From an optimization exercise on the open Yosys and OpenROAD flow, aimed at small area, a short achievable clock period and few clock cycles; shortcuts taken in it are not production practice.
The RTL was checked by simulation tests, not by an equivalence proof against the original design.
Power is estimated from default activity; no workload was simulated.

==> flow/design.v <==
module manchester_decoder #(
    parameter integer W           = 16,
    parameter integer NOISE_FLOOR = 64,
    parameter integer N_SAMPLES   = 260
) (
    input  wire          clk,
    input  wire          rst,
    input  wire          op_valid,
    output wire          op_ready,
    input  wire [W+3:0]  op_word,
    output reg           rsp_valid,
    output wire          rsp_ok,
    output wire [39:0]   rsp_data,
    output wire [1:0]    state,
    output wire          cap_en,
    output wire          trig_both,
    output wire          ctr_clear
);
    localparam [2:0] OP_START    = 3'd1;
    localparam [2:0] OP_EDGE     = 3'd2;
    localparam [2:0] OP_OVF      = 3'd3;
    localparam [2:0] OP_DECODE   = 3'd4;
    localparam [2:0] OP_GETSTATE = 3'd5;
    localparam [2:0] OP_GETFAC   = 3'd6;
    localparam [2:0] OP_GETUID   = 3'd7;
    localparam [1:0] S_INIT        = 2'd0;
    localparam [1:0] S_FIND_PERIOD = 2'd1;
    localparam [1:0] S_CAPTURE     = 2'd2;
    localparam [1:0] S_DONE        = 2'd3;
    localparam [2:0] RK_ZERO  = 3'd0;
    localparam [2:0] RK_STATE = 3'd1;
    localparam [2:0] RK_FAC   = 3'd2;
    localparam [2:0] RK_UID   = 3'd3;
    localparam [2:0] RK_DECOK = 3'd4;
    localparam [2:0] RK_FAIL  = 3'd6;    
    localparam [2:0] RK_NRDY  = 3'd7;    
    localparam [1:0] T_SEARCH = 2'd0;
    localparam [1:0] T_FRAME  = 2'd1;
    localparam [1:0] T_OFF    = 2'd2;
    localparam integer QN = 55;          
    wire [2:0]   op       = op_word[W+3:W+1];
    wire         level    = op_word[W];
    wire [W-1:0] interval = op_word[W-1:0];
    reg  [1:0]    state_q;
    reg           cap_en_q;
    reg           trig_both_q;
    reg           ready_q;       
    reg           clr_en;        
    reg           bwait;         
    reg  [8:0]    cnt;           
    reg  [W-1:0]  min_interval;  
    reg  [17:0]   b3;            
    reg  [2:0]    b5h;           
    reg           last;          
    reg           p_en_m0, p_en_p1, p_en_even, p_hq, p_sh;
    reg           p_level, p_tro, p_tre;
    reg  [QN-1:0] hq;            
    reg  [1:0]    alive;         
    reg  [1:0]    tst  [0:7];
    reg  [3:0]    trn  [0:7];    
    reg  [2:0]    tcl  [0:7];    
    reg           racc [0:7];
    reg  [3:0]    cacc [0:7];
    reg           wvalid;
    reg  [2:0]    widx;
    reg  [39:0]   wdata;
    reg  [7:0]    facility;
    reg  [31:0]   uid;
    reg  [2:0]    rk;
    assign op_ready  = ready_q;
    assign state     = state_q;
    assign cap_en    = cap_en_q;
    assign trig_both = trig_both_q;
    wire accept   = op_valid && ready_q;
    assign ctr_clear = op_valid && clr_en && (op == OP_EDGE);
    wire r_dec = (rk == RK_DECOK);
    wire r_uid = r_dec || (rk == RK_UID);
    assign rsp_ok = !(rk[2] && rk[1]);
    assign rsp_data[39:32] = r_dec ? facility : 8'd0;
    assign rsp_data[31:8]  = r_uid ? uid[31:8] : 24'd0;
    assign rsp_data[7:2]   = r_uid ? uid[7:2] : (rk == RK_FAC) ? facility[7:2] : 6'd0;
    assign rsp_data[1:0]   = r_uid ? uid[1:0] : (rk == RK_FAC) ? facility[1:0] :
                             (rk == RK_STATE) ? state_q : (rk[2] && rk[1]) ? {1'b1, rk[0]} : 2'd0;
    wire [18:0] t3 = {1'b0, b3};
    wire [18:0] t5 = {b5h, min_interval};
    wire is_short = ({interval, 3'b111} >= t3) && ({interval, 3'b000} <= t5);
    wire is_long  = ({1'b0, interval, 2'b11} >= t3) && ({1'b0, interval, 2'b00} <= t5);
    wire noise    = (interval < NOISE_FLOOR);
    wire edge_ok   = accept && (op == OP_EDGE) && cap_en_q && !noise;
    wire valid_cap = edge_ok && (state_q == S_CAPTURE) && (is_short || is_long);
    wire two       = !is_short;
    wire s0_odd    = cnt[0];
    wire second    = two && (cnt != 9'd387);
    wire odd_pres  = s0_odd || second;
    wire even_pres = !s0_odd || second;
    wire trans1    = level ^ last;
    wire [8:0] cnt_o = cnt | 9'd1;
    wire en_m0   = odd_pres && (cnt_o <= 9'd383);
    wire en_p1   = odd_pres && (cnt_o >= 9'd131) && (cnt_o <= 9'd385);
    wire en_even = even_pres && (cnt != 9'd128) && (cnt <= 9'd384);
    wire [1:0] alive_n;
    assign alive_n[0] = alive[0] && !(p_en_m0 && !p_tro);
    assign alive_n[1] = alive[1] && !(p_en_even && !p_tre);
    reg [7:0] t_en, t_b;
    always @* begin
        t_en[0] = p_en_m0;   t_b[0] = p_level;
        t_en[1] = p_en_even; t_b[1] = !p_tre;
        t_en[2] = p_en_m0;   t_b[2] = !p_level;
        t_en[3] = p_en_even; t_b[3] = p_tre;
        t_en[4] = p_en_even; t_b[4] = p_level;
        t_en[5] = p_en_p1;   t_b[5] = !p_tro;
        t_en[6] = p_en_even; t_b[6] = !p_level;
        t_en[7] = p_en_p1;   t_b[7] = p_tro;
    end
    reg [7:0] cand;
    integer t;
    always @* begin
        for (t = 0; t < 8; t = t + 1)
            cand[t] = t_en[t] && (tst[t] == T_FRAME) && (trn[t] == 4'd10) &&
                      (tcl[t] == 3'd4) && !t_b[t] && (cacc[t] == 4'd0) && alive_n[t / 4];
    end
    reg [2:0] t_new;
    always @* begin
        t_new = 3'd7;
        for (t = 7; t >= 0; t = t - 1)
            if (cand[t]) t_new = t;
    end
    wire take = (|cand) && (!wvalid || (t_new < widx));
    wire n_off = t_new[2];
    wire n_inv = t_new[1];
    wire n_enc = t_new[0];
    wire selm  = !n_off || p_sh;      
    wire selp  = !n_off && p_sh;      
    wire pol   = n_inv ^ (n_off && !n_enc);
    reg [39:0] ndata;
    integer r, c, d;
    always @* begin
        for (r = 0; r < 10; r = r + 1)
            for (c = 0; c < 4; c = c + 1) begin
                d = 54 - 5 * r - c;
                ndata[39 - 4 * r - c] = pol ^ (n_enc ?
                    (selp ? (hq[d-2] ^ hq[d-1]) : (hq[d-1] ^ hq[d])) :
                    (selm ? hq[d-1] : hq[d]));
            end
    end
    wire [W-1:0] min_next = (interval < min_interval) ? interval : min_interval;
    wire end_fp = edge_ok && (state_q == S_FIND_PERIOD) && (cnt[6:0] == 7'd127);
    wire [18:0] m3 = {2'b00, min_interval, 1'b0} + {3'b000, min_interval};
    wire [18:0] m5 = {1'b0, min_interval, 2'b00} + {3'b000, min_interval};
    wire dec_now = accept && (op == OP_DECODE) && (state_q == S_DONE);
    always @(posedge clk) begin
        for (t = 0; t < 8; t = t + 1) begin
            if (bwait) begin
                tst[t] <= T_SEARCH;
                trn[t] <= 4'd0;
            end else if (t_en[t]) begin
                case (tst[t])
                T_SEARCH: begin
                    if (!t_b[t]) begin
                        trn[t] <= 4'd0;
                    end else if (trn[t] == 4'd8) begin
                        tst[t]  <= T_FRAME;
                        trn[t]  <= 4'd0;
                        tcl[t]  <= 3'd0;
                        racc[t] <= 1'b0;
                        cacc[t] <= 4'd0;
                    end else begin
                        trn[t] <= trn[t] + 4'd1;
                    end
                end
                T_FRAME: begin
                    if (tcl[t] != 3'd4) begin
                        racc[t] <= racc[t] ^ t_b[t];
                        cacc[t] <= {cacc[t][2:0], cacc[t][3] ^ t_b[t]};
                        tcl[t]  <= tcl[t] + 3'd1;
                    end else if (trn[t] != 4'd10) begin
                        if (racc[t] ^ t_b[t])
                            tst[t] <= T_OFF;
                        racc[t] <= 1'b0;
                        tcl[t]  <= 3'd0;
                        trn[t]  <= trn[t] + 4'd1;
                    end else begin
                        tst[t] <= T_OFF;
                    end
                end
                default: ;
                endcase
            end
        end
        if (bwait) begin
            alive  <= 2'b11;
            wvalid <= 1'b0;
        end else begin
            alive <= alive_n;
            if (take) begin
                wvalid <= 1'b1;
                widx   <= t_new;
                wdata  <= ndata;
            end
        end
        if (p_hq)
            hq <= {hq[QN-2:0], p_level};
        p_en_m0   <= valid_cap && en_m0;
        p_en_p1   <= valid_cap && en_p1;
        p_en_even <= valid_cap && en_even;
        p_hq      <= valid_cap && odd_pres;
        p_sh      <= s0_odd;
        p_level   <= level;
        p_tro     <= s0_odd && trans1;
        p_tre     <= !s0_odd && trans1;
        if (valid_cap)
            last <= level;
        if (rst) begin
            state_q     <= S_INIT;
            cap_en_q    <= 1'b0;
            trig_both_q <= 1'b0;
            ready_q     <= 1'b1;
            clr_en      <= 1'b0;
            bwait       <= 1'b0;
            facility    <= 8'd0;
            uid         <= 32'd0;
            rsp_valid   <= 1'b0;
            p_en_m0     <= 1'b0;
            p_en_p1     <= 1'b0;
            p_en_even   <= 1'b0;
            p_hq        <= 1'b0;
        end else begin
            rsp_valid <= accept;
            bwait     <= 1'b0;
            ready_q   <= 1'b1;
            clr_en    <= cap_en_q;
            if (bwait) begin
                b3                 <= m3[17:0];
                {b5h, min_interval} <= m5;
                trig_both_q        <= 1'b1;
                state_q            <= S_CAPTURE;
                rsp_valid          <= 1'b1;
            end
            if (accept) begin
                rk <= RK_ZERO;
                case (op)
                OP_START: begin
                    state_q     <= S_INIT;
                    trig_both_q <= 1'b0;
                    cap_en_q    <= 1'b1;
                    clr_en      <= 1'b1;
                end
                OP_OVF: begin
                    if (cap_en_q)
                        state_q <= S_INIT;
                end
                OP_EDGE: begin
                    if (cap_en_q) begin
                        if (noise) begin
                            state_q <= S_INIT;
                        end else begin
                            case (state_q)
                            S_INIT: begin
                                cnt          <= 9'd0;
                                min_interval <= {W{1'b1}};
                                trig_both_q  <= 1'b0;
                                if (level)
                                    state_q <= S_FIND_PERIOD;
                            end
                            S_FIND_PERIOD: begin
                                min_interval <= min_next;
                                cnt          <= cnt + 9'd1;
                                if (cnt[6:0] == 7'd127) begin
                                    rsp_valid <= 1'b0;
                                    bwait     <= 1'b1;
                                    ready_q   <= 1'b0;
                                    clr_en    <= 1'b0;
                                end
                            end
                            S_CAPTURE: begin
                                if (!is_short && !is_long) begin
                                    state_q <= S_INIT;
                                end else begin
                                    cnt <= cnt + (two ? 9'd2 : 9'd1);
                                    if (cnt == 9'd387 || (two && cnt == 9'd386)) begin
                                        cap_en_q <= 1'b0;
                                        clr_en   <= 1'b0;
                                        state_q  <= S_DONE;
                                    end
                                end
                            end
                            default: ;
                            endcase
                        end
                    end
                end
                OP_DECODE: begin
                    if (state_q != S_DONE)
                        rk <= RK_NRDY;
                end
                OP_GETSTATE: rk <= RK_STATE;
                OP_GETFAC:   rk <= RK_FAC;
                OP_GETUID:   rk <= RK_UID;
                default: ;
                endcase
            end
            if (dec_now) begin
                if (wvalid && alive[widx[2]]) begin
                    facility <= wdata[39:32];
                    uid      <= wdata[31:0];
                    rk       <= RK_DECOK;
                end else begin
                    rk <= RK_FAIL;
                end
            end
        end
    end
endmodule
==> flow/run.sh <==
#!/bin/bash
# synth_recipe.tcl (not shown) runs the flow's synth.tcl, then flattens the netlist and writes it again
# the make line also repeats each setting of config.mk as NAME=value (left out here)
make -C /OpenROAD-flow-scripts/flow DESIGN_CONFIG=/design/flow/config.mk WORK_HOME=/design/flow/orfs CLKGATE_MAP_FILE= SYNTH_SCRIPT=/design/flow/synth_recipe.tcl finish
==> flow/config.mk <==
export PLATFORM = sky130hd
export DESIGN_NAME = manchester_decoder
export DESIGN_NICKNAME = manchester_decoder
export VERILOG_FILES = /design/flow/design.v
export SDC_FILE = /design/flow/constraint.sdc
export NUM_CORES = 4
export LEC_CHECK = 0
export CAP_MARGIN = 20
export CORE_MARGIN = 2
export CORE_UTILIZATION = 40
export PLACE_DENSITY = 0.6
export SLEW_MARGIN = 20
==> flow/constraint.sdc <==
create_clock -name core_clock -period 10.0 [get_ports {clk}]
set_input_delay 2.0000 -clock core_clock [delete_from_list [all_inputs] [get_ports {clk}]]
set_output_delay 2.0000 -clock core_clock [all_outputs]
set_load 0.01 [all_outputs]
==> results of run 1 <==
[area by class of cell]
class                           instances  area, um^2  area share
Clock buffer                           53        1090      0.0486
Clock inverter                         15         139     0.00621
Inverter                              104         390      0.0174
Multi-Input combinational cell       1638       10600       0.473
Sequential cell                       319        8510       0.380
Tap cell                              664         831      0.0371
Timing Repair Buffer                   89         838      0.0375
[cell usage after synthesis, drive strengths merged, types with 5 or more instances]
master  number
and3        25
nor2b       34
nand3       53
o31ai        9
a22oi        9
nand4b       5
edfxtp     212
ha         159
xor2        42
o211ai      27
nor3        52
clkbuf      71
a21oi      188
inv        104
nor4        20
nand2      210
o21a        12
or3          9
buf         34
a21boi      10
dfxtp      107
nor2       223
a22o         7
nand4       34
o21ai       98
a31oi       37
a211oi      20
o22a        11
a21o        30
nand3b       8
o22ai       30
nand2b      33
or2         12
mux2i       14
xnor2       67
and2        92
[sequential cells by signal (all words and copies together), names as in the netlist, 2 cells and up]
name,flops
b3,18
rk,3
b5h,3
alive,2
tcl,24
hq,55
min_interval,16
cacc,32
facility,8
racc,8
widx,3
trn,32
wdata,40
state_q,2
cnt,9
tst,16
uid,32
[worst max-delay path, delay by kind of cell]
kind                   cells  cell delay, ns
and+or+nand+nor            1            0.27
buffers and inverters      3            1.29
[cells in the final DEF (no fill, tap or decap), types with 27 or more instances in the layout]
master,instances
xnor2_1,67
nand3_1,53
nor2b_1,34
a21oi_1,186
clkbuf_16,38
a31oi_1,37
o22ai_1,30
nor2_1,221
nor3_1,50
ha_1,159
nand2_1,209
a21o_1,29
and2_1,91
nand2b_1,32
clkdlybuf4s50_1,69
o21ai_0,77
inv_1,103
o211ai_1,27
edfxtp_1,212
nand4_1,34
xor2_1,42
dfxtp_1,104
[power breakdown]
| group | switching, mW | internal, mW | total, mW |
|---|---|---|---|
| clock network | 0.550 | 0.811 | 1.36 |
| registers | 0.0259 | 1.43 | 1.45 |
| logic | 0.260 | 0.197 | 0.458 |
[routing by layer]
metal | track usage | wire length, um | up-vias
met1 | 0.269 | 23200 | 7528
met4 | 0.0512 | 947 | 0
li1 | - | - | 7836
met3 | 0.0263 | 2820 | 69
met2 | 0.295 | 21400 | 441
met5 | 0 | 0 | -
[worst max path at each step]
stage	startpoint	slack (ns)	endpoint
floorplan	op_word[14]	5.19	cnt[8]
detailed placement	op_word[15]	4.02	cnt[8]
global route	op_word[18]	4.30	ctr_clear
CTS	rk[2]	4.43	rsp_data[5]
finish	op_word[18]	4.44	ctr_clear
global placement	op_word[15]	4.13	cnt[8]
[cells by family after synthesis]
family	count (synthesis)	synth area share
compound gates	525	0.166
xor+xnor	109	0.0480
fa+ha+maj	162	0.103
buf+inv	209	0.0428
flops	319	0.427
mux	15	0.00761
simple gates	827	0.205
==> run_results.csv, run 1 <==
group,metric,value,unit
run_status,status,"no timing/DRC/antenna violations",
job,drv_cap,0,
sta,finalHoldViolCount,0,
placement,place_area,21100,um^2
setup_path,r2r_slack,5.18,ns
drt,wirelength,48400,um
setup_path,r2r-end,"wdata[23]",
sta,clock_skew,0.0231,ns
cts,cts-root-buf,"clkbuf_16",
drt,ant_nets,0,
grt,grt_pass1_vias,15080,
cts,clk_latency,0.55,ns
setup_path,r2r_cells,14,
sta,rsz0062_at_grt,"no",
sta,worst_pin_slew,0.983,ns
floorplanning,fp.dieH,227,um
final_layout,finish.utilization,0.456,
sta,setup_viol,0,
cts,cts_buffers,38,
pwr,pwr_density_cell,146,nW/um^2
placement,port_buffers,70,
placement,pre_cts_ws,4.02,ns
sta,tns,0,ns
drt,drt_drc_violations_left,0,
sta,whs,0.418,ns
cts,hold_buffers,0,
floorplanning,io_pins,71,
setup_path,cp.arrival,3.56,ns
cts,htreeDepth,2,
logic_synthesis,synthCells,2166,
final_layout,diodes,0,
logic_synthesis,async_reset_ff_frac,0,
floorplanning,start_util,0.406,
setup_path,cp_common_cell,"clkdlybuf4s50_1",
grt,antenna_found_initial,0,
cts,numClockSinks,319,
setup_path,critPathMaxFanout,7,
setup_path,cpMaxStageDelayCell,"clkdlybuf4s50_1",
logic_synthesis,seq_area_frac_synth,0.427,
logic_synthesis,yosysTopAreaCell,"edfxtp_1",
setup_path,cp.required,8.00,ns
logic_synthesis,ys_top_cells_by_area,"edfxtp_1 (32%), dfxtp_1 (11%), ha_1 (10%)",
pwr,peakVddDrop,0.0925,mV
grt,overflow,0,
placement,hpwlAfterDp,33100,um
setup_path,crit_chain,"clkdlybuf4s50_1, inv_1, nor4_1, clkdlybuf4s50_1",
floorplanning,fp.dieW,227,um
sta,slew-limit-headroom,0.345,
hold_path,holdPathEnd,"hq[2]",
final_layout,drive_gt1_frac,0.0568,
logic_synthesis,synthesis.area,19900,um^2
floorplanning,rows,81,
drt,drt_iter0_drc,1127,
pwr,total_power,3.27,mW
pwr,leakage,8.31,nW
logic_synthesis,syn_area_per_cell,9.19,um^2
logic_synthesis,synth_edf_count,212,
placement,dp_cells,2814,
placement,gp_congestion,0.837,
final_layout,final_cells,2882,
drt,num_vias,15874,
sta,fin_crit_sh,0.556,
setup_path,path_class,"primary input to primary output",
final_layout,final_area,22400,um^2
grt,grt_pass1_wl,78300,um
drt,wl_per_cell,16.8,um
sta,period_minus_slack,5.56,ns
hold_path,holdPathStages,0,
logic_synthesis,synth.distinct_cells,80,
hold_path,min_from,"hq[1]",
logic_synthesis,synth_top_area_frac,0.320,
sta,drv_slew,0,
setup_path,crit_path_start_kind,"primary input",
logic_synthesis,synth_fp_nets,2351,
hold_path,min_path_type,"flip-flop to flip-flop",
drt,firstDrtPassIters,5,
setup_path,r2r-start,"tcl[5][0]",
cts,cts-resized-gates,0,
floorplanning,coreArea,49100,um^2
cts,cts_tree,"built",
grt,grt_use_total,0.187,
floorplanning,dieArea,51600,um^2
sta,fin_ws,4.44,ns
cts,postCtsSetupBuffers,0,
cts,cts.path.max_buffers,3,
cts,clkTransAtPathRegs,0.06,ns
logic_synthesis,synth_warnings,6,
sta,clock.fmax,0.180,GHz
grt,grt_max_degree,56,
final_layout,nFillCells,4697,
logic_synthesis,ys_ff_latch,319,
setup_path,endpoint_kind,"primary output",
final_layout,nNetsFinal,2375,
final_layout,areaGrowthSynthToFinish,12.4,%
drt,routed_via_density,5.51,
logic_synthesis,synth_ff_type,"edfxtp_1",
setup_path,critical_path.max_stage_delay,0.59,ns
Testbench counts, summed over its fixed seeds: cycles 16,552.
==> inputs of run 2 (changes only) <==
--- a/flow/config.mk
+++ b/flow/config.mk
@@ -6,7 +6,9 @@
 export NUM_CORES = 4
 export LEC_CHECK = 0
+export ABC_CLOCK_PERIOD_IN_PS = 5000
 export CAP_MARGIN = 20
 export CORE_MARGIN = 2
 export CORE_UTILIZATION = 40
 export PLACE_DENSITY = 0.6
+export SETUP_SLACK_MARGIN = 5
 export SLEW_MARGIN = 20
==> run_results.csv, run 2 <==
group,metric,value,unit
logic_synthesis,ys_top_cells_by_area,"edfxtp_1 (32%), dfxtp_1 (11%), ha_1 (10%)",
setup_path,endpoint_kind,"flip-flop",
drt,met2_length,21400,um
setup_path,cp.required,10.39,ns
logic_synthesis,async_reset_ff_frac,0,
cts,htreeDepth,2,
sta,tns,0,ns
grt,grt_pass1_wl,78500,um
drt,num_vias,15839,
logic_synthesis,synthCells,2166,
final_layout,largest_reg_flops,55,
final_layout,multi_input_comb_area,10600,um^2
final_layout,regMostFlops,"hq",
setup_path,path_delay_family,"simple AND/OR/NAND/NOR gates",
drt,drt_iter0_drc,1155,
drt,top_layer,"met4",
setup_path,crit_path_start_kind,"primary input",
setup_path,cpMaxStageDelayCell,"or4_1",
pwr,peakVddDrop,0.0927,mV
setup_path,worst-path-buf-inv,2,
drt,drt_drc_violations_left,0,
pwr,pwr_density_cell,146,nW/um^2
sta,clock_skew,0.0233,ns
floorplanning,fp.dieW,227,um
cts,clkTransAtPathRegs,0.06,ns
logic_synthesis,synth_top_area_frac,0.320,
drt,wl_met3,2830,um
sta,slew-limit-headroom,0.357,
sta,setup_viol,0,
logic_synthesis,synth.distinct_cells,80,
setup_path,path_class,"primary input to flip-flop",
cts,cts_buffers,38,
drt,firstDrtPassIters,7,
floorplanning,coreArea,49100,um^2
logic_synthesis,yosysTopAreaCell,"edfxtp_1",
floorplanning,rows,81,
sta,rsz0062_at_grt,"yes",
floorplanning,fp.dieH,227,um
placement,hpwlAfterDp,33100,um
logic_synthesis,yosysMostFrequentCell,"nor2_1",
sta,finalHoldViolCount,0,
cts,cts.path.max_buffers,3,
final_layout,reg_top3,"hq: 55 flops, wdata: 40 flops",
pwr,leakage,8.38,nW
setup_path,critical_path.max_stage_delay,0.51,ns
logic_synthesis,ys_top_cells_by_count,"nor2_1 (223), edfxtp_1 (212), nand2_1 (209)",
logic_synthesis,ys_ff_latch,319,
placement,place_area,21100,um^2
logic_synthesis,synth_warnings,6,
final_layout,final_area,22400,um^2
final_layout,layout_commonest_cell,"nor2_1",
placement,port_buffers,70,
drt,wl_per_cell,16.8,um
setup_path,cp.arrival,5.29,ns
sta,period_minus_slack,4.90,ns
grt,grt_pass1_vias,15106,
grt,grt_use_total,0.187,
logic_synthesis,synthesis.area,19900,um^2
final_layout,diodes,0,
sta,fin_crit_sh,0.490,
setup_path,critPathMaxFanout,7,
cts,cts_tree,"built",
logic_synthesis,synth_edf_count,212,
final_layout,final_cell_mix,"nor2_1 (220), edfxtp_1 (212), nand2_1 (208)",
hold_path,min_path_type,"flip-flop to flip-flop",
drt,wirelength,48500,um
floorplanning,dieArea,51600,um^2
cts,clk_latency,0.55,ns
sta,whs,0.418,ns
grt,antenna_found_initial,0,
final_layout,areaGrowthSynthToFinish,12.6,%
cts,hold_buffers,0,
cts,cts-root-buf,"clkbuf_16",
final_layout,seq_area,8510,um^2
job,drv_cap,0,
grt,grt_max_degree,56,
drt,wl_met1,23300,um
sta,clock.fmax,0.204,GHz
floorplanning,io_pins,71,
final_layout,drive_gt1_frac,0.0613,
final_layout,nFillCells,4692,
pwr,total_power,3.27,mW
logic_synthesis,synth_ff_type,"edfxtp_1",
sta,fin_ws,5.10,ns
final_layout,nNetsFinal,2376,
floorplanning,start_util,0.406,
logic_synthesis,seq_area_frac_synth,0.427,
sta,worst_pin_slew,0.964,ns
drt,ant_nets,0,
cts,numClockSinks,319,
placement,pre_cts_ws,4.02,ns
grt,overflow,0,
setup_path,crit_chain,"dlygate4sd2_1, ha_1, nand3_1, nor2_1, nand2_1, or4_1, o21ai_2, o41ai_4, nand2_2, ha_1, inv_1, fa_1, nor2_2, nand2_1, or3_1, a21boi_0",
drt,routed_via_density,5.49,
run_status,status,"no timing/DRC/antenna violations",
logic_synthesis,syn_area_per_cell,9.19,um^2
placement,gp_congestion,0.837,
logic_synthesis,synth_fp_nets,2351,
sta,drv_slew,0,
-- run 2: where the power goes --
part / switching [mW] / internal [mW]
clock network: 0.552 / 0.811
logic: 0.260 / 0.196
registers: 0.0259 / 1.43
total: 0.838 / 2.43
-- run 2: repair_timing --
item,4_1_cts,5_1_grt
pin swaps,1,0
buffers inserted,1,0
resized for setup,29,8
setup endpoints to repair,37,43
-- run 2: routing by layer --
metal | vias up | GRT usage
li1 | 7833 | -
met1 | 7522 | 0.269
met2 | 418 | 0.295
met3 | 66 | 0.0266
met4 | 0 | 0.0525
met5 | - | 0
-- run 2: final cells by class --
cell class / instances / share of cell area
Clock buffer: 53 / 0.0485
Clock inverter: 15 / 0.00620
Inverter: 104 / 0.0174
Multi-Input combinational cell: 1638 / 0.474
Sequential cell: 319 / 0.380
Tap cell: 664 / 0.0371
Timing Repair Buffer: 90 / 0.0368
-- run 2: cells by family (layout without fill, tap and decap cells) --
family | after synthesis | count (layout) | share of synthesized area
compound gates | 525 | 525 | 0.166
xor+xnor | 109 | 109 | 0.0480
fa+ha+maj | 162 | 162 | 0.103
buf+inv | 209 | 262 | 0.0428
flops | 319 | 319 | 0.427
mux | 15 | 15 | 0.00761
simple gates | 827 | 827 | 0.205
-- run 2: path summary, 6_finish.rpt --
kind / cells after the start / start / endpoint / slack (ns)
setup / recovery: 16 / op_word[14] / cnt[8] / 5.10
hold / removal: 0 / hq[1] / hq[2] / 0.42
setup reg to reg: 14 / tcl[5][0] / wdata[23] / 5.36
hold reg to reg: 0 / hq[1] / hq[2] / 0.42
-- run 2: worst reg2reg max path, delay by kind of cell, from the launching register on --
kind / cells / cell delay [ns]
flip-flops: 1 / 0.41
AO/OA/AOI/OAI: 4 / 0.79
AND/OR/NAND/NOR: 4 / 1.35
buffers and inverters: 4 / 1.48
adder cells (fa/ha/maj): 1 / 0.19
XOR/XNOR: 1 / 0.13
-- run 2: per-stage QoR --
step,util,instances
6_report,0.457,2883
5_1_grt,0.457,2883
3_5_place_dp,0.431,2814
2_1_floorplan,-,2166
3_3_place_gp,0.431,2814
4_1_cts,0.456,2883
==> inputs of run 3 (changes only) <==
--- a/flow/design.v
+++ b/flow/design.v
@@ -39,4 +39,9 @@
     localparam [1:0] T_OFF    = 2'd2;
     localparam integer QN = 55;          
+    localparam [3:0] R_0  = 4'b0001;     
+    localparam [3:0] R_8  = 4'b0101;     
+    localparam [3:0] R_10 = 4'b0111;     
+    localparam [2:0] C_0  = 3'b001;      
+    localparam [2:0] C_4  = 3'b111;      
     wire [2:0]   op       = op_word[W+3:W+1];
     wire         level    = op_word[W];
@@ -60,5 +65,4 @@
     reg  [3:0]    trn  [0:7];    
     reg  [2:0]    tcl  [0:7];    
-    reg           racc [0:7];
     reg  [3:0]    cacc [0:7];
     reg           wvalid;
@@ -113,10 +117,16 @@
         t_en[7] = p_en_p1;   t_b[7] = p_tro;
     end
+    wire x4    = hq[0] ^ hq[1] ^ hq[2] ^ hq[3];
+    wire rp_m0 = p_level ^ x4;
+    wire rp_p1 = p_level ^ hq[4];
+    wire rp_p0 = !(p_level ^ (p_sh ? hq[3] : hq[4]));
+    wire rp_m1 = !(p_sh ? (p_level ^ x4) : (x4 ^ hq[4]));
+    wire [7:0] t_rp = {!rp_p1, !rp_m1, rp_p1, rp_m1, !rp_p0, !rp_m0, rp_p0, rp_m0};
     reg [7:0] cand;
     integer t;
     always @* begin
         for (t = 0; t < 8; t = t + 1)
-            cand[t] = t_en[t] && (tst[t] == T_FRAME) && (trn[t] == 4'd10) &&
-                      (tcl[t] == 3'd4) && !t_b[t] && (cacc[t] == 4'd0) && alive_n[t / 4];
+            cand[t] = t_en[t] && (tst[t] == T_FRAME) && (trn[t] == R_10) &&
+                      (tcl[t] == C_4) && !t_b[t] && (cacc[t] == 4'd0) && alive_n[t / 4];
     end
     reg [2:0] t_new;
@@ -153,31 +163,28 @@
             if (bwait) begin
                 tst[t] <= T_SEARCH;
-                trn[t] <= 4'd0;
+                trn[t] <= R_0;
             end else if (t_en[t]) begin
                 case (tst[t])
                 T_SEARCH: begin
                     if (!t_b[t]) begin
-                        trn[t] <= 4'd0;
-                    end else if (trn[t] == 4'd8) begin
+                        trn[t] <= R_0;
+                    end else if (trn[t] == R_8) begin
                         tst[t]  <= T_FRAME;
-                        trn[t]  <= 4'd0;
-                        tcl[t]  <= 3'd0;
-                        racc[t] <= 1'b0;
+                        trn[t]  <= R_0;
+                        tcl[t]  <= C_0;
                         cacc[t] <= 4'd0;
                     end else begin
-                        trn[t] <= trn[t] + 4'd1;
+                        trn[t] <= {trn[t][2:0], trn[t][3] ^ trn[t][2]};
                     end
                 end
                 T_FRAME: begin
-                    if (tcl[t] != 3'd4) begin
-                        racc[t] <= racc[t] ^ t_b[t];
+                    if (tcl[t] != C_4) begin
                         cacc[t] <= {cacc[t][2:0], cacc[t][3] ^ t_b[t]};
-                        tcl[t]  <= tcl[t] + 3'd1;
-                    end else if (trn[t] != 4'd10) begin
-                        if (racc[t] ^ t_b[t])
+                        tcl[t]  <= {tcl[t][1:0], tcl[t][2] ^ tcl[t][1]};
+                    end else if (trn[t] != R_10) begin
+                        if (t_rp[t])
                             tst[t] <= T_OFF;
-                        racc[t] <= 1'b0;
-                        tcl[t]  <= 3'd0;
-                        trn[t]  <= trn[t] + 4'd1;
+                        tcl[t]  <= C_0;
+                        trn[t]  <= {trn[t][2:0], trn[t][3] ^ trn[t][2]};
                     end else begin
                         tst[t] <= T_OFF;
==> run_results.csv, run 3 <==
group,metric,value,unit
run_status,status,"no timing/DRC/antenna violations",
final_layout,nFillCells,4656,
grt,grt_pass1_vias,15554,
setup_path,critical_path.max_stage_delay,0.50,ns
sta,period_minus_slack,4.96,ns
grt,antenna_found_initial,0,
cts,cts_tree,"built",
sta,slew-limit-headroom,0.242,
logic_synthesis,ys_ff_latch,311,
setup_path,r2r-start,"p_level",
placement,port_buffers,70,
logic_synthesis,synthCells,2115,
cts,cts-root-buf,"clkbuf_16",
logic_synthesis,synth_fp_nets,2267,
logic_synthesis,ys_top_cells_by_count,"nand2_1 (207), edfxtp_1 (204), a21oi_1 (156)",
placement,place_area,20800,um^2
floorplanning,io_pins,71,
pwr,leakage,8.18,nW
logic_synthesis,synth_edf_count,204,
pwr,switchingPower,0.665,mW
floorplanning,fp.dieW,226,um
logic_synthesis,yosysTopAreaCell,"edfxtp_1",
sta,finalHoldViolCount,0,
setup_path,critPathMaxFanout,2,
logic_synthesis,syn_area_per_cell,9.30,um^2
setup_path,path_class,"primary input to primary output",
cts,clk_latency,0.55,ns
setup_path,cp.required,8.00,ns
logic_synthesis,seq_area_frac_synth,0.421,
grt,grt_use_met3,0.0280,
hold_path,holdPathEnd,"uid[23]",
setup_path,r2r_slack,5.84,ns
sta,drv_slew,0,
logic_synthesis,synthesis.area,19700,um^2
sta,setup_viol,0,
sta,clock_skew,0.0256,ns
cts,cts_buffers,36,
pwr,pwr_density_cell,134,nW/um^2
final_layout,reg_top3,"hq: 55 flops, wdata: 40 flops",
sta,clock.fmax,0.202,GHz
drt,firstDrtPassIters,6,
cts,clkTransAtPathRegs,0.06,ns
final_layout,regMostFlops,"hq",
logic_synthesis,synth.distinct_cells,78,
final_layout,final_cell_mix,"nand2_1 (207), edfxtp_1 (204), a21oi_1 (154)",
setup_path,endpoint_kind,"primary output",
pwr,p_sw_frac,0.224,
logic_synthesis,synth_top_area_frac,0.312,
final_layout,final_area,22100,um^2
grt,grt_max_degree,77,
logic_synthesis,synth_ff_type,"edfxtp_1",
pwr,total_power,2.96,mW
final_layout,drive_gt1_frac,0.0660,
grt,grt_use_total,0.201,
final_layout,largest_reg_flops,55,
hold_path,min_from,"uid[23]",
cts,hold_buffers,0,
grt,overflow,0,
setup_path,r2r_cells,10,
final_layout,areaGrowthSynthToFinish,12.5,%
sta,rsz0062_at_grt,"yes",
cts,htreeDepth,2,
setup_path,crit_chain,"clkdlybuf4s50_1, and3_4, clkdlybuf4s15_2",
pwr,peakVddDrop,0.0903,mV
sta,fin_crit_sh,0.496,
sta,tns,0,ns
floorplanning,fp.dieH,226,um
logic_synthesis,synth_warnings,5,
pwr,intPower,2.30,mW
pwr,p_comb_frac,0.060,
logic_synthesis,yosysMostFrequentCell,"nand2_1",
job,drv_cap,0,
setup_path,crit_path_start_kind,"primary input",
grt,grt_pass1_wl,82900,um
floorplanning,rows,81,
drt,wl_per_cell,18.2,um
setup_path,cp.arrival,2.96,ns
drt,routed_via_density,5.71,
cts,cts.path.max_buffers,3,
placement,hpwlAfterDp,34300,um
hold_path,min_path_type,"flip-flop to flip-flop",
setup_path,r2r-end,"wdata[1]",
logic_synthesis,async_reset_ff_frac,0,
cts,numClockSinks,311,
drt,num_vias,16073,
final_layout,nNetsFinal,2275,
drt,wirelength,51200,um
drt,ant_nets,0,
grt,grt_use_met1,0.282,
pwr,p_clk_frac,0.476,
placement,gp_congestion,0.857,
drt,drt_iter0_drc,1168,
pwr,seq_power_share,0.464,
grt,grt_most_used_layer,"met2",
floorplanning,coreArea,48700,um^2
hold_path,holdPathStages,2,
final_layout,diodes,0,
logic_synthesis,ys_top_cells_by_area,"edfxtp_1 (31%), dfxtp_1 (11%), ha_1 (8.0%)",
drt,drt_drc_violations_left,0,
grt,met2_usage,0.324,
final_layout,layout_commonest_cell,"nand2_1",
sta,worst_pin_slew,1.14,ns
floorplanning,dieArea,50900,um^2
floorplanning,start_util,0.403,
setup_path,cpMaxStageDelayCell,"clkdlybuf4s50_1",
run 3: worst max-delay path, delay by kind of cell:
family / cells / cell delay [ns]
buffers and inverters: 2 / 0.74
and+or+nand+nor: 1 / 0.22
run 3: how the worst max path moves through the flow:
stage	start	to	slack, ns	depth (start not counted)
finish	op_valid	ctr_clear	5.04	3
detailed placement	op_word[15]	cnt[8]	3.71	14
global route	op_word[14]	cnt[6]	4.90	15
floorplan	op_word[14]	cnt[8]	5.01	13
CTS	op_word[18]	ctr_clear	4.91	4
global placement	op_word[14]	cnt[8]	3.81	14
run 3: area by class of cell:
| type | count | area (um^2) | share of cell area |
|---|---|---|---|
| Clock buffer | 51 | 1070 | 0.0486 |
| Sequential cell | 311 | 8270 | 0.374 |
| Multi-Input combinational cell | 1592 | 10600 | 0.478 |
| Inverter | 89 | 334 | 0.0151 |
| Clock inverter | 15 | 194 | 0.00876 |
| Tap cell | 664 | 831 | 0.0375 |
| Timing Repair Buffer | 93 | 841 | 0.0380 |
run 3: what timing repair did:
item | in CTS | in global routing
resized for setup | 33 | 13
setup endpoints to repair | 48 | 36
hold endpoints to repair | 0 | 0
buffers inserted | 1 | 2
pin swaps | 2 | 2
run 3: power groups by stage:
stage	Combinational, mW	Sequential, mW	Clock [mW]
floorplan	0.125	1.40	0
global placement	0.172	1.40	0
detailed placement	0.177	1.40	0
CTS	0.178	1.37	1.44
global route	0.202	1.37	1.49
finish	0.178	1.37	1.41
run 3: kinds of logic after synthesis:
family / after synthesis / share of synthesized area
compound gates: 565 / 0.197
mux: 11 / 0.00573
simple gates: 770 / 0.195
buf+inv: 212 / 0.0465
xor+xnor: 117 / 0.0521
flops: 311 / 0.421
fa+ha+maj: 129 / 0.0832
run 3: layer usage:
metal | share of wire | wire (um)
met1 | 0.47 | 24200
met2 | 0.46 | 23400
met3 | 0.051 | 2600
met4 | 0.018 | 922
met5 | 0 | 0
run 3: stage by stage:
stage	instances	worst slack (ns)	hold slack [ns]	util
final	2815	5.04	0.452	0.454
after global routing	2815	4.90	0.476	0.454
after CTS	2813	4.91	0.455	0.453
after detailed placement	2746	3.71	0.447	0.427
after global placement	2746	3.81	0.441	0.427
after floorplan	2115	5.01	0.424	-
Testbench counts of run 3, summed over its fixed seeds: cycles 16,552.
==> inputs of run 4 (changes only) <==
==> flow/flow/run.sh (new file) <==
#!/bin/bash
# The standard layout (the standard.sh, unchanged synthesis and steps),
# with one change: the port buffers that placement inserts on every input
# and output are sky130_fd_sc_hd__buf_2 instead of the slow delay buffer
# buffer_ports would pick by itself.
set -euo pipefail
export BUFFER_PORTS_ARGS="-buffer_cell sky130_fd_sc_hd__buf_2"
bash standard.sh > standard_flow.log 2>&1
==> flow/standard.sh (new file) <==
#!/bin/bash
# synth_recipe.tcl (not shown) runs the flow's synth.tcl, then flattens the netlist and writes it again
# the make line also repeats each setting of config.mk as NAME=value (left out here)
make -C /OpenROAD-flow-scripts/flow DESIGN_CONFIG=/design/flow/config.mk WORK_HOME=/design/flow/orfs CLKGATE_MAP_FILE= SYNTH_SCRIPT=/design/flow/synth_recipe.tcl "${@:-finish}"
removed: flow/run.sh
==> run_results.csv, run 4 <==
group,metric,value,unit
floorplanning,fp.dieW,226,um
logic_synthesis,synthesis.area,19700,um^2
setup_path,r2r_cells,8,
placement,gp_congestion,0.853,
setup_path,crit_chain,"buf_2, ha_1, nand3_1, nor2_1, nand2_1, or4_1, a22oi_2, nand2b_2, ha_1, inv_1, fa_1, nor4_2, xor2_1, and2_1",
cts,cts-root-buf,"clkbuf_16",
drt,wl_per_cell,18.0,um
logic_synthesis,synth_fp_nets,2267,
pwr,total_power,2.93,mW
grt,grt_use_total,0.197,
logic_synthesis,ys_top_cells_by_area,"edfxtp_1 (31%), dfxtp_1 (11%), ha_1 (8.0%)",
cts,numClockSinks,311,
drt,ant_nets,0,
logic_synthesis,async_reset_ff_frac,0,
setup_path,critical_path.max_stage_delay,0.59,ns
placement,dp_cells,2747,
cts,clk_latency,0.55,ns
setup_path,crit_path_start_kind,"primary input",
drt,drt_drc_violations_left,0,
cts,cts.path.max_buffers,3,
hold_path,holdPathStages,2,
cts,hold_buffers,0,
grt,overflow,0,
grt,grt_pass1_vias,15178,
setup_path,cp_common_cell,"ha_1",
setup_path,r2r-start,"p_tro",
setup_path,endpoint_kind,"flip-flop",
setup_path,r2r_slack,5.70,ns
sta,finalHoldViolCount,0,
drt,num_vias,16148,
sta,slew-limit-headroom,0.243,
final_layout,drive_gt1_frac,0.0916,
setup_path,critPathMaxFanout,8,
sta,clock.fmax,0.205,GHz
grt,antenna_found_initial,2,
final_layout,layout_commonest_cell,"nand2_1",
drt,firstDrtPassIters,5,
pwr,leakage,8.23,nW
sta,drv_slew,0,
sta,worst_pin_slew,1.14,ns
logic_synthesis,synth_top_area_frac,0.312,
grt,grt_pass1_wl,81000,um
drt,drt_iter0_drc,1455,
final_layout,reg_top3,"hq: 55 flops, wdata: 40 flops",
logic_synthesis,seq_area_frac_synth,0.421,
logic_synthesis,synth_ff_type,"edfxtp_1",
setup_path,cp.required,10.31,ns
cts,cts_tree,"built",
job,drv_cap,0,
floorplanning,start_util,0.403,
final_layout,final_cells,2816,
floorplanning,io_pins,71,
setup_path,cp.arrival,5.19,ns
drt,routed_via_density,5.73,
placement,pre_cts_ws,4.22,ns
pwr,peakVddDrop,0.0986,mV
sta,clock_skew,0.0257,ns
setup_path,path_class,"primary input to flip-flop",
logic_synthesis,synth_warnings,5,
floorplanning,dieArea,50900,um^2
hold_path,min_from,"uid[9]",
sta,fin_crit_sh,0.489,
floorplanning,fp.dieH,226,um
final_layout,regMostFlops,"hq",
sta,setup_viol,0,
logic_synthesis,synth_edf_count,204,
sta,whs,0.449,ns
floorplanning,coreArea,48700,um^2
drt,wirelength,50600,um
sta,fin_ws,5.11,ns
logic_synthesis,synth.distinct_cells,78,
hold_path,holdPathEnd,"uid[9]",
sta,tns,0,ns
placement,hpwlAfterDp,34000,um
cts,clkTransAtPathRegs,0.06,ns
placement,port_buffers,70,
logic_synthesis,syn_area_per_cell,9.30,um^2
grt,grt_max_degree,77,
sta,period_minus_slack,4.89,ns
final_layout,nNetsFinal,2275,
cts,htreeDepth,2,
logic_synthesis,yosysMostFrequentCell,"nand2_1",
final_layout,largest_reg_flops,55,
logic_synthesis,yosysTopAreaCell,"edfxtp_1",
floorplanning,rows,81,
final_layout,areaGrowthSynthToFinish,10.6,%
logic_synthesis,ys_ff_latch,311,
logic_synthesis,synthCells,2115,
sta,rsz0062_at_grt,"no",
setup_path,r2r-end,"wdata[39]",
pwr,pwr_density_cell,135,nW/um^2
run_status,status,"no timing/DRC/antenna violations",
setup_path,cpMaxStageDelayCell,"or4_1",
cts,cts_buffers,37,
hold_path,min_path_type,"flip-flop to flip-flop",
final_layout,final_cell_mix,"nand2_1 (207), edfxtp_1 (204), a21oi_1 (154)",
logic_synthesis,ys_top_cells_by_count,"nand2_1 (207), edfxtp_1 (204), a21oi_1 (156)",
-- run 4: power breakdown --
| part | switching [mW] | internal (mW) |
|---|---|---|
| logic | 0.103 | 0.0717 |
| registers | 0.00882 | 1.36 |
| clock network | 0.541 | 0.836 |
| total | 0.653 | 2.27 |
-- run 4: kinds of logic (layout without fill, tap and decap cells) --
family                   count (synthesis)  in the layout  share of synthesized area
AND/OR/NAND/NOR                        770            770                      0.195
AO/OA/AOI/OAI                          565            565                      0.197
flip-flops                             311            311                      0.421
buffers and inverters                  212            248                     0.0465
adder cells (fa/ha/maj)                129            129                     0.0832
XOR/XNOR                               117            117                     0.0521
multiplexers                            11             11                    0.00573
other                                    0              1                          0
-- run 4: cell type report --
cell class | count | area [um^2]
inverter | 89 | 334
timing repair buffer | 92 | 515
multi-input combinational | 1592 | 10500
clock inverter | 12 | 121
tap | 664 | 831
antenna | 1 | 2.50
fill | 4634 | 27000
sequential | 311 | 8270
clock buffer | 55 | 1130
-- run 4: worst max-delay path by stage --
stage	start	to	slack [ns]	depth (start not counted)
2_1_floorplan	op_word[14]	cnt[8]	5.01	13
3_3_place_gp	op_word[14]	cnt[8]	4.37	14
3_5_place_dp	op_word[15]	cnt[8]	4.22	14
4_1_cts	op_word[14]	cnt[8]	5.02	14
5_1_grt	op_word[14]	cnt[8]	5.00	14
6_report	op_word[15]	cnt[8]	5.11	14
-- run 4: metal layers --
metal	vias to the layer above	track usage	wire [um]
li1	7832	-	-
met1	7769	0.277	24100
met2	471	0.308	22600
met5	-	0	0
met3	76	0.0324	2770
met4	0	0.0626	1080
-- run 4: worst max-delay path: cells and delay by family --
family | cells | cell delay (ns)
AOI/OAI and AO/OA | 1 | 0.31
xor gates and xnor gates | 1 | 0.10
adders and majority gates | 3 | 0.94
buffers and inverters | 2 | 0.23
and+or+nand+nor | 7 | 1.62
-- run 4: stage by stage --
stage | instance area (um^2) | utilization
3_5_place_dp | 20500 | 0.420
6_report | 21700 | 0.446
3_3_place_gp | 20500 | 0.420
2_1_floorplan | 19700 | -
5_1_grt | 21700 | 0.446
4_1_cts | 21700 | 0.446
-- run 4: what timing repair did --
action	4_1_cts	5_1_grt
resized for setup	2	3
buffers inserted	1	0
pin swaps	1	0
endpoints found under the hold margin	0	0
setup endpoints to repair	17	2
==> inputs of run 5 (changes only) <==
--- a/flow/design.v
+++ b/flow/design.v
@@ -60,12 +60,14 @@
     reg           p_en_m0, p_en_p1, p_en_even, p_hq, p_sh;
     reg           p_level, p_tro, p_tre;
+    reg  [4:0]    p_s0;          
     reg  [QN-1:0] hq;            
     reg  [1:0]    alive;         
-    reg  [1:0]    tst  [0:7];
-    reg  [3:0]    trn  [0:7];    
-    reg  [2:0]    tcl  [0:7];    
-    reg  [3:0]    cacc [0:7];
+    reg           o_sel;         
+    reg  [1:0]    tst  [0:3];    
+    reg  [3:0]    trn  [0:3];    
+    reg  [2:0]    tcl  [0:3];    
+    reg  [3:0]    cacc [0:3];
     reg           wvalid;
-    reg  [2:0]    widx;
+    reg  [1:0]    widx;
     reg  [39:0]   wdata;
     reg  [7:0]    facility;
@@ -106,15 +108,4 @@
     assign alive_n[0] = alive[0] && !(p_en_m0 && !p_tro);
     assign alive_n[1] = alive[1] && !(p_en_even && !p_tre);
-    reg [7:0] t_en, t_b;
-    always @* begin
-        t_en[0] = p_en_m0;   t_b[0] = p_level;
-        t_en[1] = p_en_even; t_b[1] = !p_tre;
-        t_en[2] = p_en_m0;   t_b[2] = !p_level;
-        t_en[3] = p_en_even; t_b[3] = p_tre;
-        t_en[4] = p_en_even; t_b[4] = p_level;
-        t_en[5] = p_en_p1;   t_b[5] = !p_tro;
-        t_en[6] = p_en_even; t_b[6] = !p_level;
-        t_en[7] = p_en_p1;   t_b[7] = p_tro;
-    end
     wire x4    = hq[0] ^ hq[1] ^ hq[2] ^ hq[3];
     wire rp_m0 = p_level ^ x4;
@@ -122,20 +113,78 @@
     wire rp_p0 = !(p_level ^ (p_sh ? hq[3] : hq[4]));
     wire rp_m1 = !(p_sh ? (p_level ^ x4) : (x4 ^ hq[4]));
-    wire [7:0] t_rp = {!rp_p1, !rp_m1, rp_p1, rp_m1, !rp_p0, !rp_m0, rp_p0, rp_m0};
-    reg [7:0] cand;
-    integer t;
+    wire sw    = alive[0] && !alive_n[0] && alive_n[1];
+    wire o_eff = o_sel || sw;
+    reg [3:0] c_en, c_b, u_en, u_b, u_rp;
+    integer u;
+    always @* begin
+        for (u = 0; u < 4; u = u + 1) begin
+            if (u % 2 == 0) begin    
+                c_en[u] = o_sel ? p_en_even : p_en_m0;
+                u_en[u] = o_eff ? p_en_even : p_en_m0;
+                c_b[u]  = p_level ^ (u / 2);
+                u_b[u]  = p_level ^ (u / 2);
+                u_rp[u] = (o_eff ? rp_m1 : rp_m0) ^ (u / 2);
+            end else begin           
+                c_en[u] = o_sel ? p_en_p1 : p_en_even;
+                u_en[u] = o_eff ? p_en_p1 : p_en_even;
+                c_b[u]  = (o_sel ? !p_tro : !p_tre) ^ (u / 2);
+                u_b[u]  = (o_eff ? !p_tro : !p_tre) ^ (u / 2);
+                u_rp[u] = (o_eff ? rp_p1 : rp_p0) ^ (u / 2);
+            end
+        end
+    end
+    wire [4:0] s0m1 = p_s0 - 5'd1;
+    wire [4:0] s0m2 = p_s0 - 5'd2;
+    wire [3:0] n_m = (p_s0 == 5'd0) ? 4'd0 : s0m1[4:1];
+    wire [3:0] n_p = (p_s0 < 5'd2) ? 4'd0 : s0m2[4:1];
+    reg  [1:0] pre_tst  [0:3];
+    reg  [3:0] pre_trn  [0:3];
+    reg  [2:0] pre_tcl  [0:3];
+    reg  [3:0] pre_cacc [0:3];
+    reg        pv;
+    reg  [3:0] pn;
+    always @* begin
+        for (u = 0; u < 4; u = u + 1) begin
+            pv = (u % 2 == 0) ? (p_level ^ (u / 2)) : (u / 2);
+            pn = (u % 2 == 0) ? n_m : n_p;
+            pre_tst[u]  = T_SEARCH;
+            pre_trn[u]  = R_0;
+            pre_tcl[u]  = C_0;
+            pre_cacc[u] = 4'd0;
+            if (pv) begin
+                case (pn)
+                4'd0:  pre_trn[u] = 4'b0001;
+                4'd1:  pre_trn[u] = 4'b0010;
+                4'd2:  pre_trn[u] = 4'b0100;
+                4'd3:  pre_trn[u] = 4'b1001;
+                4'd4:  pre_trn[u] = 4'b0011;
+                4'd5:  pre_trn[u] = 4'b0110;
+                4'd6:  pre_trn[u] = 4'b1101;
+                4'd7:  pre_trn[u] = 4'b1010;
+                4'd8:  pre_trn[u] = 4'b0101;
+                4'd9:  begin pre_tst[u] = T_FRAME; end
+                4'd10: begin pre_tst[u] = T_FRAME; pre_tcl[u] = 3'b010; pre_cacc[u] = 4'b0001; end
+                4'd11: begin pre_tst[u] = T_FRAME; pre_tcl[u] = 3'b101; pre_cacc[u] = 4'b0011; end
+                4'd12: begin pre_tst[u] = T_FRAME; pre_tcl[u] = 3'b011; pre_cacc[u] = 4'b0111; end
+                4'd13: begin pre_tst[u] = T_FRAME; pre_tcl[u] = 3'b111; pre_cacc[u] = 4'b1111; end
+                default: pre_tst[u] = T_OFF;
+                endcase
+            end
+        end
+    end
+    reg [3:0] cand;
     always @* begin
-        for (t = 0; t < 8; t = t + 1)
-            cand[t] = t_en[t] && (tst[t] == T_FRAME) && (trn[t] == R_10) &&
-                      (tcl[t] == C_4) && !t_b[t] && (cacc[t] == 4'd0) && alive_n[t / 4];
+        for (u = 0; u < 4; u = u + 1)
+            cand[u] = c_en[u] && (tst[u] == T_FRAME) && (trn[u] == R_10) &&
+                      (tcl[u] == C_4) && !c_b[u] && (cacc[u] == 4'd0) && alive_n[o_sel];
     end
-    reg [2:0] t_new;
+    reg [1:0] t_new;
     always @* begin
-        t_new = 3'd7;
-        for (t = 7; t >= 0; t = t - 1)
-            if (cand[t]) t_new = t;
+        t_new = 2'd3;
+        for (u = 3; u >= 0; u = u - 1)
+            if (cand[u]) t_new = u;
     end
     wire take = (|cand) && (!wvalid || (t_new < widx));
-    wire n_off = t_new[2];
+    wire n_off = o_sel;
     wire n_inv = t_new[1];
     wire n_enc = t_new[0];
@@ -154,4 +203,6 @@
             end
     end
+    wire [8:0] cnt_p1 = cnt + 9'd1;
+    wire [8:0] cnt_p2 = cnt + 9'd2;
     wire [W-1:0] min_next = (interval < min_interval) ? interval : min_interval;
     wire end_fp = edge_ok && (state_q == S_FIND_PERIOD) && (cnt[6:0] == 7'd127);
@@ -159,40 +210,58 @@
     wire [18:0] m5 = {1'b0, min_interval, 2'b00} + {3'b000, min_interval};
     wire dec_now = accept && (op == OP_DECODE) && (state_q == S_DONE);
+    reg  [1:0] cs_tst;
+    reg  [3:0] cs_trn;
+    reg  [2:0] cs_tcl;
+    reg  [3:0] cs_cacc;
     always @(posedge clk) begin
-        for (t = 0; t < 8; t = t + 1) begin
+        for (u = 0; u < 4; u = u + 1) begin
             if (bwait) begin
-                tst[t] <= T_SEARCH;
-                trn[t] <= R_0;
-            end else if (t_en[t]) begin
-                case (tst[t])
-                T_SEARCH: begin
-                    if (!t_b[t]) begin
-                        trn[t] <= R_0;
-                    end else if (trn[t] == R_8) begin
-                        tst[t]  <= T_FRAME;
-                        trn[t]  <= R_0;
-                        tcl[t]  <= C_0;
-                        cacc[t] <= 4'd0;
-                    end else begin
-                        trn[t] <= {trn[t][2:0], trn[t][3] ^ trn[t][2]};
+                tst[u] <= T_SEARCH;
+                trn[u] <= R_0;
+            end else if (sw || u_en[u]) begin
+                cs_tst  = sw ? pre_tst[u]  : tst[u];
+                cs_trn  = sw ? pre_trn[u]  : trn[u];
+                cs_tcl  = sw ? pre_tcl[u]  : tcl[u];
+                cs_cacc = sw ? pre_cacc[u] : cacc[u];
+                tst[u]  <= cs_tst;
+                trn[u]  <= cs_trn;
+                tcl[u]  <= cs_tcl;
+                cacc[u] <= cs_cacc;
+                if (u_en[u]) begin
+                    case (cs_tst)
+                    T_SEARCH: begin
+                        if (!u_b[u]) begin
+                            trn[u] <= R_0;
+                        end else if (cs_trn == R_8) begin
+                            tst[u]  <= T_FRAME;
+                            trn[u]  <= R_0;
+                            tcl[u]  <= C_0;
+                            cacc[u] <= 4'd0;
+                        end else begin
+                            trn[u] <= {cs_trn[2:0], cs_trn[3] ^ cs_trn[2]};
+                        end
                     end
-                end
-                T_FRAME: begin
-                    if (tcl[t] != C_4) begin
-                        cacc[t] <= {cacc[t][2:0], cacc[t][3] ^ t_b[t]};
-                        tcl[t]  <= {tcl[t][1:0], tcl[t][2] ^ tcl[t][1]};
-                    end else if (trn[t] != R_10) begin
-                        if (t_rp[t])
-                            tst[t] <= T_OFF;
-                        tcl[t]  <= C_0;
-                        trn[t]  <= {trn[t][2:0], trn[t][3] ^ trn[t][2]};
-                    end else begin
-                        tst[t] <= T_OFF;
+                    T_FRAME: begin
+                        if (cs_tcl != C_4) begin
+                            cacc[u] <= {cs_cacc[2:0], cs_cacc[3] ^ u_b[u]};
+                            tcl[u]  <= {cs_tcl[1:0], cs_tcl[2] ^ cs_tcl[1]};
+                        end else if (cs_trn != R_10) begin
+                            if (u_rp[u])
+                                tst[u] <= T_OFF;
+                            tcl[u]  <= C_0;
+                            trn[u]  <= {cs_trn[2:0], cs_trn[3] ^ cs_trn[2]};
+                        end else begin
+                            tst[u] <= T_OFF;
+                        end
                     end
+                    default: ;
+                    endcase
                 end
-                default: ;
-                endcase
             end
         end
+        if (bwait)
+            o_sel <= 1'b0;
+        else if (sw)
+            o_sel <= 1'b1;
         if (bwait) begin
             alive  <= 2'b11;
@@ -216,4 +285,5 @@
         p_tro     <= s0_odd && trans1;
         p_tre     <= !s0_odd && trans1;
+        p_s0      <= (cnt[8:5] == 4'b0100) ? cnt[4:0] : 5'd31;
         if (valid_cap)
             last <= level;
@@ -272,5 +342,5 @@
                             S_FIND_PERIOD: begin
                                 min_interval <= min_next;
-                                cnt          <= cnt + 9'd1;
+                                cnt          <= cnt_p1;
                                 if (cnt[6:0] == 7'd127) begin
                                     rsp_valid <= 1'b0;
@@ -284,5 +354,5 @@
                                     state_q <= S_INIT;
                                 end else begin
-                                    cnt <= cnt + (two ? 9'd2 : 9'd1);
+                                    cnt <= two ? cnt_p2 : cnt_p1;
                                     if (cnt == 9'd387 || (two && cnt == 9'd386)) begin
                                         cap_en_q <= 1'b0;
@@ -308,5 +378,5 @@
             end
             if (dec_now) begin
-                if (wvalid && alive[widx[2]]) begin
+                if (wvalid && alive[o_sel]) begin
                     facility <= wdata[39:32];
                     uid      <= wdata[31:0];
==> flow/flow/run.sh (replaced) <==
#!/bin/bash
set -euo pipefail
export BUFFER_PORTS_ARGS="-buffer_cell sky130_fd_sc_hd__buf_2"
export SETUP_SLACK_MARGIN=5.5
bash standard.sh > standard_flow.log 2>&1
--- a/flow/config.mk
+++ b/flow/config.mk
@@ -6,9 +6,8 @@
 export NUM_CORES = 4
 export LEC_CHECK = 0
-export ABC_CLOCK_PERIOD_IN_PS = 5000
+export ABC_CLOCK_PERIOD_IN_PS = 4500
 export CAP_MARGIN = 20
 export CORE_MARGIN = 2
 export CORE_UTILIZATION = 40
 export PLACE_DENSITY = 0.6
-export SETUP_SLACK_MARGIN = 5
 export SLEW_MARGIN = 20
==> run_results.csv, run 5 <==
group,metric,value,unit
sta,drv_slew,0,
cts,clk_latency,0.55,ns
placement,port_buffers,70,
floorplanning,fp.dieH,218,um
drt,num_vias,16322,
logic_synthesis,synth_fp_nets,2247,
setup_path,critPathMaxFanout,6,
setup_path,critical_path_cell_count,4,
drt,ant_nets,0,
logic_synthesis,synth.distinct_cells,91,
drt,drt_iter0_drc,1422,
floorplanning,coreArea,45300,um^2
drt,drt_drc_violations_left,0,
logic_synthesis,synthesis.area,18300,um^2
cts,hold_buffers,0,
setup_path,path_delay_family,"buffers and inverters",
grt,grt_pass1_wl,85100,um
job,drv_cap,0,
final_layout,layout_commonest_cell,"nand2_1",
final_layout,areaGrowthSynthToFinish,10.7,%
logic_synthesis,synth_fa_ha_area_frac,0.101,
sta,slew-limit-headroom,0.385,
cts,cts.path.max_buffers,3,
logic_synthesis,synth_ff_type,"edfxtp_1",
sta,clock_skew,0.0228,ns
placement,pre_cts_ws,5.05,ns
placement,hpwlAfterDp,37600,um
logic_synthesis,synth_mux_area_frac,0.0109,
sta,tns,0,ns
logic_synthesis,synth_compound_area_frac,0.241,
logic_synthesis,synth_edf_count,175,
drt,wirelength,54100,um
setup_path,cp.arrival,2.49,ns
pwr,leakage,7.70,nW
pwr,pwr_density_cell,177,nW/um^2
logic_synthesis,syn_area_per_cell,8.82,um^2
logic_synthesis,synthCells,2078,
setup_path,critical_path.max_stage_delay,0.16,ns
sta,finalHoldViolCount,0,
final_layout,reg_top3,"hq: 55 flops, wdata: 40 flops, uid: 32 flops",
final_layout,final_cell_mix,"nand2_1 (245), edfxtp_1 (175), a21oi_1 (170)",
sta,fin_crit_sh,0.449,
logic_synthesis,synth_warnings,9,
grt,grt_max_degree,56,
grt,grt_use_total,0.225,
sta,fin_ws,5.51,ns
setup_path,endpoint_kind,"primary output",
final_layout,regMostFlops,"hq",
setup_path,crit_path_start_kind,"primary input",
logic_synthesis,synth_top_family_by_area,"compound AO/OA/AOI/OAI gates",
logic_synthesis,async_reset_ff_frac,0,
hold_path,holdPathStages,2,
pwr,peakVddDrop,0.173,mV
floorplanning,dieArea,47500,um^2
logic_synthesis,ys_top_cells_by_count,"nand2_1 (247), edfxtp_1 (175), a21oi_1 (172)",
final_layout,nNetsFinal,2272,
drt,firstDrtPassIters,7,
logic_synthesis,ys_top_cells_by_area,"edfxtp_1 (29%), ha_1 (9.8%), dfxtp_1 (9.7%)",
drt,routed_via_density,5.98,
logic_synthesis,synth_top_area_frac,0.287,
sta,clock.fmax,0.223,GHz
drt,wl_per_cell,19.8,um
logic_synthesis,ys_ff_latch,264,
sta,period_minus_slack,4.49,ns
final_layout,drive_gt1_frac,0.0907,
cts,clkTransAtPathRegs,0.06,ns
final_layout,diodes,0,
grt,grt_pass1_vias,15171,
setup_path,cpMaxStageDelayCell,"buf_2",
sta,rsz0062_at_grt,"yes",
floorplanning,start_util,0.405,
cts,cts_buffers,34,
grt,overflow,0,
logic_synthesis,yosysTopAreaCell,"edfxtp_1",
cts,htreeDepth,2,
cts,cts_tree,"built",
final_layout,largest_reg_flops,55,
setup_path,path_class,"primary input to primary output",
floorplanning,rows,78,
setup_path,worst-path-buf-inv,2,
setup_path,r2r_cells,14,
logic_synthesis,yosysMostFrequentCell,"nand2_1",
placement,gp_congestion,0.924,
setup_path,crit_chain,"buf_6, nand2b_4, nor3_2, buf_2",
sta,worst_pin_slew,0.914,ns
setup_path,cp.required,8.00,ns
cts,numClockSinks,264,
logic_synthesis,synth_xor_area_frac,0.0377,
hold_path,min_path_type,"flip-flop to flip-flop",
logic_synthesis,seq_area_frac_synth,0.384,
grt,antenna_found_initial,0,
run_status,status,"no timing/DRC/antenna violations",
cts,cts-root-buf,"clkbuf_16",
floorplanning,fp.dieW,218,um
sta,setup_viol,0,
floorplanning,io_pins,71,
logic_synthesis,synth-simple-area-share,0.185,
==> run 5: cell types whose count changed after synthesis, moves of 18 or more <==
cell / previous run / this run
nand2_1: 207 / 247
o21ai_0: 73 / 110
dfxtp_1: 107 / 89
a22oi_1: 11 / 34
xor2_1: 64 / 21
ha_1: 126 / 144
edfxtp_1: 204 / 175
and3_1: 43 / 13
and2_1: 73 / 50
o22ai_1: 31 / 63
a211oi_1: 53 / 27
==> run 5: path summary, 6_finish.rpt <==
path                    start         to  slack, ns
setup / recovery  op_word[19]  ctr_clear       5.51
hold / removal        uid[16]    uid[16]       0.45
setup reg to reg      p_s0[1]  trn[0][1]       5.79
hold reg to reg       uid[16]    uid[16]       0.45
==> run 5: metrics by stage <==
| stage | area [um^2] | total power [mW] | instances | hold slack (ns) | util |
|---|---|---|---|---|---|
| final | 20300 | 3.60 | 2729 | 0.447 | 0.448 |
| after global routing | 20300 | 3.83 | 2729 | 0.465 | 0.448 |
| after CTS | 20300 | 3.62 | 2728 | 0.450 | 0.447 |
| after detailed placement | 19200 | 2.47 | 2665 | 0.442 | 0.424 |
| after global placement | 19200 | 2.43 | 2665 | 0.438 | 0.424 |
| after floorplan | 18300 | 2.21 | 2078 | 0.372 | - |
==> run 5: metal layers <==
metal / up-vias / wire length (um) / global-route usage
li1: 7820 / - / -
met1: 7795 / 25500 / 0.327
met2: 614 / 23900 / 0.343
met3: 93 / 3350 / 0.0286
met4: 0 / 1380 / 0.0753
met5: - / 0 / 0
==> run 5: layout make-up <==
| class | instances | area (um^2) |
|---|---|---|
| fill | 4473 | 25000 |
| multi-input combinational | 1623 | 10600 |
| sequential | 264 | 7040 |
| clock buffer | 46 | 906 |
| tap | 600 | 751 |
| timing repair buffer | 94 | 542 |
| inverter | 86 | 323 |
| clock inverter | 16 | 103 |
==> run 5: cells by family after synthesis <==
family / after synthesis
muxes: 18
and+or+nand+nor: 714
xor gates and xnor gates: 78
AOI/OAI and AO/OA: 667
DFF: 264
buffers and inverters: 191
adders and majority gates: 146
==> run 5: power by group <==
group | leakage (nW) | switching [mW] | total [mW] | internal [mW]
registers | 2.20 | 0.0623 | 1.31 | 1.25
logic | 4.99 | 0.645 | 1.15 | 0.507
clock network | 0.501 | 0.495 | 1.14 | 0.643
total | 7.70 | 1.20 | 3.60 | 2.40
==> run 5: worst min-delay path, stage by stage, from the launching register on <==
cell and delay, ns:
dfxtp_1 0.30, nand2_1 0.05, a21oi_1 0.05
==> run 5: timing repair <==
item                                    in CTS  in global routing
endpoints found under the setup margin      73                 52
setup buffers                                1                  1
resized for setup                            9                  4
pin swaps                                    1                  0
Testbench counts of run 5, summed over its fixed seeds: cycles 16,552.

## static timing again, ports no longer ideal
The results above use ideal ports. As a check the final layouts listed here were re-extracted and re-timed, cells and wires unchanged.
Step 1 (the two cells are an assumption about what drives the block):
set clk [get_ports {clk}]
set_driving_cell -lib_cell sky130_fd_sc_hd__clkbuf_16 $clk
set_driving_cell -lib_cell sky130_fd_sc_hd__buf_2 [delete_from_list [all_inputs] $clk]
Step 2 adds t to the input delays and takes it off the output delays; t is the mean of the earliest and latest rising clock arrival at the registers after step 1. Input paths then give back, and output paths get back, about the clock's delay inside the block.
Three values: no drivers, after step 1, after step 2; two values: the first two.
| run | t (ns) | slack for setup (ns) | worst setup path after step 2 |
|---|---|---|---|
| run 1 | 0.587 | 4.440 / 4.413 / 3.966 | input to register |
| run 2 | 0.588 | 5.097 / 5.069 / 4.541 | input to register |
| run 3 | 0.595 | 5.038 / 5.000 / 4.505 | input to register |
| run 4 | 0.591 | 5.114 / 5.049 / 4.556 | input to register |
| run 5 | 0.594 | 5.515 / 5.481 / 5.051 | input to register |
After both steps every run listed still meets setup and hold. For run 4, which loses most, drivers alone change the setup slack by -0.065 ns; drivers and shift together by -0.558 ns.
